Source: an optimization exercise on an open RTL-to-GDS flow (aim: small area, a short achievable clock period and few clock cycles). Production flows keep margins and buffers that such runs may drop.
At most, simulation tests tie the RTL to the original design; equivalence was not proved.
Power figures rest on the tool's default switching activity, not on a simulated workload.

Design pm25_codec, start of the top module:
module pm25_codec (
    input  wire         clk,
    input  wire         rst,         
    input  wire         req_valid,
    input  wire [31:0]  req_word,
    input  wire [5:0]   req_nops,    
    input  wire [255:0] req_ops,     
    output wire         busy,
    input  wire         rx_valid,
    input  wire [1:0]   rx_kind,     
    input  wire [7:0]   rx_byte,
    output wire         rx_ready,
    output reg  [2:0]   st,
    output reg  [1:0]   rop,
    output wire [7:0]   nrx,
    output reg          len_vld,
    output wire [15:0]  lenf_r,
    output reg          lmatch,
    output reg          csc_vld,
    output wire [15:0]  csc,
    output reg          csr_vld,
    output reg  [15:0]  csr,
    output wire [5:0]   flen,
    output wire [255:0] fbuf,
    output reg          cbuf_vld,
    output wire [55:0]  cbuf
);
Settings: LEC_CHECK=0, CAP_MARGIN=35, CORE_MARGIN=2, CORE_UTILIZATION=50, CTS_BUF_LIST=sky130_fd_sc_hd__clkbuf_8, SLEW_MARGIN=20; clock period 10.0 ns.
standard.sh (not shown) runs the stock make flow with config.mk's settings and CLKGATE_MAP_FILE= SYNTH_SCRIPT=/design/flow/synth_recipe.tcl, a recipe that flattens the netlist after the stock synthesis.
==> flow/flow/run.sh <==
#!/bin/bash
set -euo pipefail
export BUFFER_PORTS_ARGS="-buffer_cell sky130_fd_sc_hd__buf_1"
export SETUP_SLACK_MARGIN=6.6
slow=""
for c in or3 or3b or4 or4b or4bb; do
  for d in 1 2 4; do slow="$slow sky130_fd_sc_hd__${c}_${d}"; done
done
export DONT_USE_CELLS="$slow"
bash standard.sh > standard.log 2>&1
The first run ran to the end with no violations.
Testbench counts at the start, summed over its fixed seeds: cycles 28,075.
==> next run, changes <==
==> flow/flow/run.sh (replaced) <==
#!/bin/bash
set -euo pipefail
export BUFFER_PORTS_ARGS="-buffer_cell sky130_fd_sc_hd__buf_1"
export SETUP_SLACK_MARGIN=6.4
bash standard.sh > standard.log 2>&1
Wire length is lower by 4.6%.
Non-clock buffer count decreases by 25.
Final cell count came out lower by 0.56%.
Design area goes down by 1.5%.
Die area is unchanged.
Register-to-register slack loses 130 ps.
Worst hold slack barely changes.
Synthesized cell count does not change.
Via count shrinks by 0.76%.
Total power stays flat.
==> next run, changes <==
--- a/flow/flow/run.sh
+++ b/flow/flow/run.sh
@@ -4 +4 @@
-export SETUP_SLACK_MARGIN=6.4
+export SETUP_SLACK_MARGIN=6.6
--- a/flow/config.mk
+++ b/flow/config.mk
@@ -7,0 +8 @@
+export ABC_AREA = 1
@@ -10 +11 @@
-export CORE_UTILIZATION = 50
+export CORE_UTILIZATION = 60
Worst hold slack stays flat.
Count of clock-buffer cells in the layout went up by 6.
Setup slack gets better by 100 ps.
Design area is about the same.
Core utilization went up by 11 points.
Combinational power went up by 17%.
Sequential share of layout area barely changes.
Register-to-register slack gets better by 270 ps.
Total power went up by 0.80%.
==> next run, changes <==
--- a/flow/config.mk
+++ b/flow/config.mk
@@ -8 +7,0 @@
-export ABC_AREA = 1
@@ -11 +10 @@
-export CORE_UTILIZATION = 60
+export CORE_UTILIZATION = 50
The changed run went through all stages and came out clean.
Register-to-register slack degrades by 140 ps.
Routed wire length goes up by 7.4%.
Setup slack is better by 63 ps.

========
Starting RTL as in the previous note.
Settings: LEC_CHECK=0, CAP_MARGIN=35, CORE_MARGIN=2, CORE_UTILIZATION=50, CTS_BUF_LIST=sky130_fd_sc_hd__clkbuf_4, SLEW_MARGIN=20; clock period 10.0 ns.
==> flow/flow/run.sh <==
#!/bin/bash
set -euo pipefail
export BUFFER_PORTS_ARGS="-buffer_cell sky130_fd_sc_hd__buf_1"
export SETUP_SLACK_MARGIN=6.6
bash standard.sh > standard.log 2>&1
Testbench counts at the start, summed over its fixed seeds: cycles 28,075.
Rerun with:
--- a/flow/config.mk
+++ b/flow/config.mk
@@ -10,2 +10,2 @@
-export CORE_UTILIZATION = 50
-export CTS_BUF_LIST = sky130_fd_sc_hd__clkbuf_4
+export CORE_UTILIZATION = 65
+export CTS_BUF_LIST = sky130_fd_sc_hd__clkbuf_8
The new run ran to the end with no violations; design area is lower by 4.7%; setup slack gets better by 0.28 ns; register-to-register slack gets better by 0.11 ns; routed wire length is lower by 6.1%; synthesized cell count stays the same; sequential power stays flat.
Rerun with:
--- a/flow/config.mk
+++ b/flow/config.mk
@@ -7,0 +8 @@
+export ABC_AREA = 1
@@ -10 +11 @@
-export CORE_UTILIZATION = 65
+export CORE_UTILIZATION = 50
@@ -11,0 +13 @@
+export PLACE_DENSITY = 0.75
Worst setup slack degrades by 0.0087 ns. Final area grows by about 0.7%. Die area rose by about 30%. Global-route usage fell by 11 points. Final cell count grows by 15%. Non-clock buffer count falls by 34. Synthesized area went up by about 1.6%. Maximum frequency is about the same. Clock power went up by about 9%. Via count is higher by about 2.5%. Critical path depth goes down by 8.

========
== before ==
Another version of the RTL of pm25_codec (not shown whole).
Size: ~620 flip-flops, roughly 0.025 mm2 of cells after synthesis.
Settings: LEC_CHECK=0, ABC_CLOCK_PERIOD_IN_PS=3000, CAP_MARGIN=35, CORE_MARGIN=2, CORE_UTILIZATION=50, SLEW_MARGIN=20; clock period 10.0 ns.
Scripts as last shown in full above: flow/flow/run.sh
Testbench counts of before, summed over its fixed seeds: cycles 28,075.
For after, these inputs were changed with respect to before:
# before
export LEC_CHECK = 0
export ABC_CLOCK_PERIOD_IN_PS = 3000
export CAP_MARGIN = 35
export CORE_MARGIN = 2
export CORE_UTILIZATION = 50
export SLEW_MARGIN = 20
create_clock -name core_clock -period 10.0 [get_ports {clk}]
# after
export LEC_CHECK = 0
export ABC_CLOCK_PERIOD_IN_PS = 3000
export CAP_MARGIN = 35
export CORE_MARGIN = 2
export CORE_UTILIZATION = 30
export SETUP_SLACK_MARGIN = 5
export SLEW_MARGIN = 20
create_clock -name core_clock -period 10.0 [get_ports {clk}]
==> flow/flow/run.sh <==
#!/bin/bash
# Standard layout, with the smallest buffer on every input and output port.
set -euo pipefail
export BUFFER_PORTS_ARGS="-buffer_cell sky130_fd_sc_hd__buf_1"
bash standard.sh > standard.log 2>&1
## What came out
- after ends up with a global-route track usage on met2 that is 24 points lower than in before.
- The final reports for after and before show total global-route track usage lower in the former.
- In the metrics for after and before, the one carrying the lower area added between synthesis and finish is after.
- Of the two candidates, before has the better minimum period implied by the final worst setup slack and after the worse one.
- Lower largest net degree at the start of global routing among after and before: before
- after against before; via count of the first global-routing pass is down by a few percent.
- The start-to-end type of the worst setup path comes out reg -> reg in one run and in -> reg in the other, namely in before and after respectively.
- Compared with before, after shows clock buffer count from CTS that has gone up by a little under 10%.
- The final reports for after and before show combinational cell fraction of total power lower in the former.
- Compared with before, in after worst hold slack shrank by 0.0086 ns; core utilization shows a reduction of 27 points.

========
Another version of the RTL of pm25_codec (not shown whole).
==> flow/config.mk <==
export PLATFORM = sky130hd
export DESIGN_NAME = pm25_codec
export DESIGN_NICKNAME = pm25_codec
export VERILOG_FILES = /design/flow/design.v
export SDC_FILE = /design/flow/constraint.sdc
export NUM_CORES = 4
export LEC_CHECK = 0
export CAP_MARGIN = 35
export CORE_MARGIN = 2
export CORE_UTILIZATION = 50
export CTS_BUF_LIST = sky130_fd_sc_hd__clkbuf_8
export SLEW_MARGIN = 20
==> flow/constraint.sdc <==
create_clock -name core_clock -period 10.0 [get_ports {clk}]
set_input_delay 2.0000 -clock core_clock [delete_from_list [all_inputs] [get_ports {clk}]]
set_output_delay 2.0000 -clock core_clock [all_outputs]
set_load 0.01 [all_outputs]
==> flow/flow/run.sh <==
#!/bin/bash
set -euo pipefail
export BUFFER_PORTS_ARGS="-buffer_cell sky130_fd_sc_hd__buf_1"
export SETUP_SLACK_MARGIN=6.6
bash standard.sh > standard.log 2>&1
Change:
Settings changed: ABC_AREA set to 1.
Power came out higher by 3.3%.
Worst hold slack got worse by 0.026 ns.
Maximum frequency rose by 5.7%.
Clock-buffer cell count grows by 3.
Clock power is about the same.
Register-to-register slack is worse by 0.12 ns.
Worst setup slack improved by 0.20 ns.
Function was not checked in any run of this note: the RTL went through the layout flow alone.

========
RTL: one of the versions met above, not the one the previous note started from.
Size in the first run: roughly 1900 cells after synthesis, ~690 I/O pins, roughly 26000 µm² of cells after synthesis.
==> flow/config.mk <==
export PLATFORM = sky130hd
export DESIGN_NAME = pm25_codec
export DESIGN_NICKNAME = pm25_codec
export VERILOG_FILES = /design/flow/design.v
export SDC_FILE = /design/flow/constraint.sdc
export NUM_CORES = 4
export LEC_CHECK = 0
export CAP_MARGIN = 35
export CORE_MARGIN = 2
export CORE_UTILIZATION = 50
export CTS_BUF_LIST = sky130_fd_sc_hd__clkbuf_8
export SLEW_MARGIN = 20
==> flow/constraint.sdc <==
create_clock -name core_clock -period 10.0 [get_ports {clk}]
set_input_delay 2.0000 -clock core_clock [delete_from_list [all_inputs] [get_ports {clk}]]
set_output_delay 2.0000 -clock core_clock [all_outputs]
set_load 0.01 [all_outputs]
==> flow/flow/run.sh <==
#!/bin/bash
set -euo pipefail
export BUFFER_PORTS_ARGS="-buffer_cell sky130_fd_sc_hd__buf_1"
export SETUP_SLACK_MARGIN=6.8
bash standard.sh > standard.log 2>&1
Testbench counts at the start, summed over its fixed seeds: cycles 28,075.
Then changed:
==> flow/flow/run.sh (replaced) <==
#!/bin/bash
set -euo pipefail
export BUFFER_PORTS_ARGS="-buffer_cell sky130_fd_sc_hd__buf_1"
export SETUP_SLACK_MARGIN=6.6
bash standard.sh > standard.log 2>&1
ABC_CLOCK_PERIOD_IN_PS = 3000   (was unset)
CTS_BUF_LIST = unset   (was sky130_fd_sc_hd__clkbuf_8)
Register-to-register slack gets better by 0.04 ns.
Via count fell by 4.2%.
Design area came out lower by 5.4%.
Cell count came out lower by 4.5%.
Utilization shrinks by 3.6 points.
Critical path depth is unchanged.
Sequential share of layout area rose by 2.5 points.
Worst setup slack improves by 0.064 ns.
Wire length decreases by 3.8%.

========
== job 101 ==
pm25_codec again, from the RTL that the note above started with.
## pm25_codec
module pm25_codec (
    input  wire         clk,
    input  wire         rst,         
    input  wire         req_valid,
    input  wire [31:0]  req_word,
    input  wire [5:0]   req_nops,    
    input  wire [255:0] req_ops,     
    output wire         busy,
    input  wire         rx_valid,
    input  wire [1:0]   rx_kind,     
    input  wire [7:0]   rx_byte,
    output wire         rx_ready,
    output reg  [2:0]   st,
    output reg  [1:0]   rop,
    output wire [7:0]   nrx,
    output reg          len_vld,
    output wire [15:0]  lenf_r,
    output reg          lmatch,
    output reg          csc_vld,
    output wire [15:0]  csc,
    output reg          csr_vld,
    output reg  [15:0]  csr,
    output wire [5:0]   flen,
    output wire [255:0] fbuf,
    output reg          cbuf_vld,
    output wire [55:0]  cbuf
);
    localparam [2:0] ST_OK      = 3'd0,
                     ST_TIMEOUT = 3'd1,
                     ST_LENMIS  = 3'd2,
                     ST_CSUM    = 3'd3,
                     ST_TERR    = 3'd4,
                     ST_ILLEGAL = 3'd6,
                     ST_NONE    = 3'd7;
    reg         s_h0, s_h1, s_lh, s_ll, s_bd;    
    reg         s_en;                            
    reg         s_vs, s_vc;                      
    reg         busy_r;      
    reg         busy_o;      
    reg         busy_n;      
    reg         rxr;         
    reg         pol;         
    reg  [5:0]  tg;          
    reg  [5:0]  em4;         
    reg         tl;          
    reg         lastr;       
    reg  [5:0]  idx;         
    reg         fsy;         
    reg         fsyn;        
    reg  [6:0]  cnt;         
    reg  [12:0] acc;         
    reg         cscz;        
    reg  [239:0] fb;         
    reg  [23:0] cbd;         
    reg  [9:0]  cck;         
    reg         cv1, cv0;    
    reg  [255:0] vsr;        
    reg  [3:0]  vm;          
    reg         vl;          
    reg  [8:0]  s01, s23;    
    assign busy     = busy_o;
    assign rx_ready = rxr;
    assign nrx      = {busy_n, cnt};
    assign flen     = idx;
    assign csc      = {cscz, cscz, cscz, acc};
    assign fbuf[7:0]    = {fsyn, fsy, fsyn, fsyn, fsyn, fsyn, fsy, fsyn};   
    assign fbuf[15:8]   = {fsyn, fsy, fsyn, fsyn, fsy, fsy, fsyn, fsy};     
  ...
export LEC_CHECK = 0
export CAP_MARGIN = 35
export CORE_MARGIN = 2
export CORE_UTILIZATION = 50
export CTS_BUF_LIST = sky130_fd_sc_hd__clkbuf_8
export SLEW_MARGIN = 20
create_clock -name core_clock -period 10.0 [get_ports {clk}]
==> flow/flow/run.sh <==
#!/bin/bash
set -euo pipefail
export BUFFER_PORTS_ARGS="-buffer_cell sky130_fd_sc_hd__buf_1"
export SETUP_SLACK_MARGIN=6.7
bash standard.sh > standard.log 2>&1
Testbench counts of job 101, summed over its fixed seeds: cycles 28,075.
Inputs modified between job 101 and job 104:
- setting ABC_AREA to 1 for the first time
-- flow/flow/run.sh --
<<< job 101, line 4
export SETUP_SLACK_MARGIN=6.7
>>> job 104, line 4
export SETUP_SLACK_MARGIN=6.6
[summary]
- Relative to job 101, cell depth of the worst setup path has decreased by 11 in job 104.
- Delta (job 104 minus job 101): internal power now sits lower; power share of the clock group went down; combinational power increased 8.3%; clock tree buffer depth closely matched the old numbers; initial detailed-routing violation count fell 232.
- Job 104 vs job 101, sequential share of layout area went up by 1.9 points.
- Between job 104 and job 101, non-clock buffer count is higher for job 101, job 104 comes in under that.

## static timing again, ports no longer ideal
Ports are ideal in the flow. The routed layouts listed here were re-timed in OpenROAD. Step 1: set_driving_cell puts a clkbuf_16 on clk and a buf_2 on each other input, an assumption about the parent block. Step 2 also shifts input and output timing later by t, the mid clock arrival at the registers, as if the neighbouring blocks saw the same clock. Slacks: ideal / step 1 / step 2; pairs: ideal / step 1.
run	t (ns)	setup slack, ns	worst hold slack (ns)	slew at the worst register clock pin (ns)
the first run of note 1	0.747	6.590 / 6.530 / 5.884	0.443 / 0.443 / 0.443	0.07 / 0.07
the second run of note 1	0.754	6.426 / 6.363 / 5.704	0.446 / 0.446 / 0.446	0.07 / 0.07
the third run of note 1	0.750	6.527 / 6.475 / 6.032	0.448 / 0.448 / 0.448	0.07 / 0.07
the fourth run of note 1	0.747	6.590 / 6.530 / 5.884	0.443 / 0.443 / 0.443	0.07 / 0.07
the first run of note 2	1.066	6.274 / 6.212 / 5.615	0.433 / 0.433 / 0.433	0.08 / 0.08
the second run of note 2	0.722	6.552 / 6.477 / 5.755	0.451 / 0.451 / 0.451	0.07 / 0.07
the third run of note 2	0.748	6.544 / 6.485 / 5.947	0.437 / 0.437 / 0.437	0.07 / 0.07
before	0.692	6.545 / 6.544 / 5.905	0.447 / 0.447 / 0.447	0.07 / 0.07
after	0.671	6.083 / 6.118 / 5.447	0.438 / 0.438 / 0.438	0.07 / 0.07
the first run of note 4	0.746	6.373 / 6.352 / 5.606	0.440 / 0.440 / 0.440	0.07 / 0.07
the second run of note 4	0.760	6.570 / 6.513 / 5.990	0.414 / 0.414 / 0.414	0.07 / 0.07
the first run of note 5	0.748	6.423 / 6.412 / 5.664	0.450 / 0.450 / 0.450	0.07 / 0.07
the second run of note 5	0.670	6.487 / 6.475 / 5.805	0.452 / 0.452 / 0.452	0.07 / 0.07
job 101	0.762	6.522 / 6.499 / 5.737	0.445 / 0.445 / 0.445	0.07 / 0.07
job 104	0.740	6.609 / 6.549 / 5.924	0.439 / 0.439 / 0.439	0.07 / 0.07
After both steps setup and hold are still met in every run listed. For the second run of note 2, which loses most, drivers alone change the setup slack by -0.075 ns; drivers and shift together by -0.797 ns.
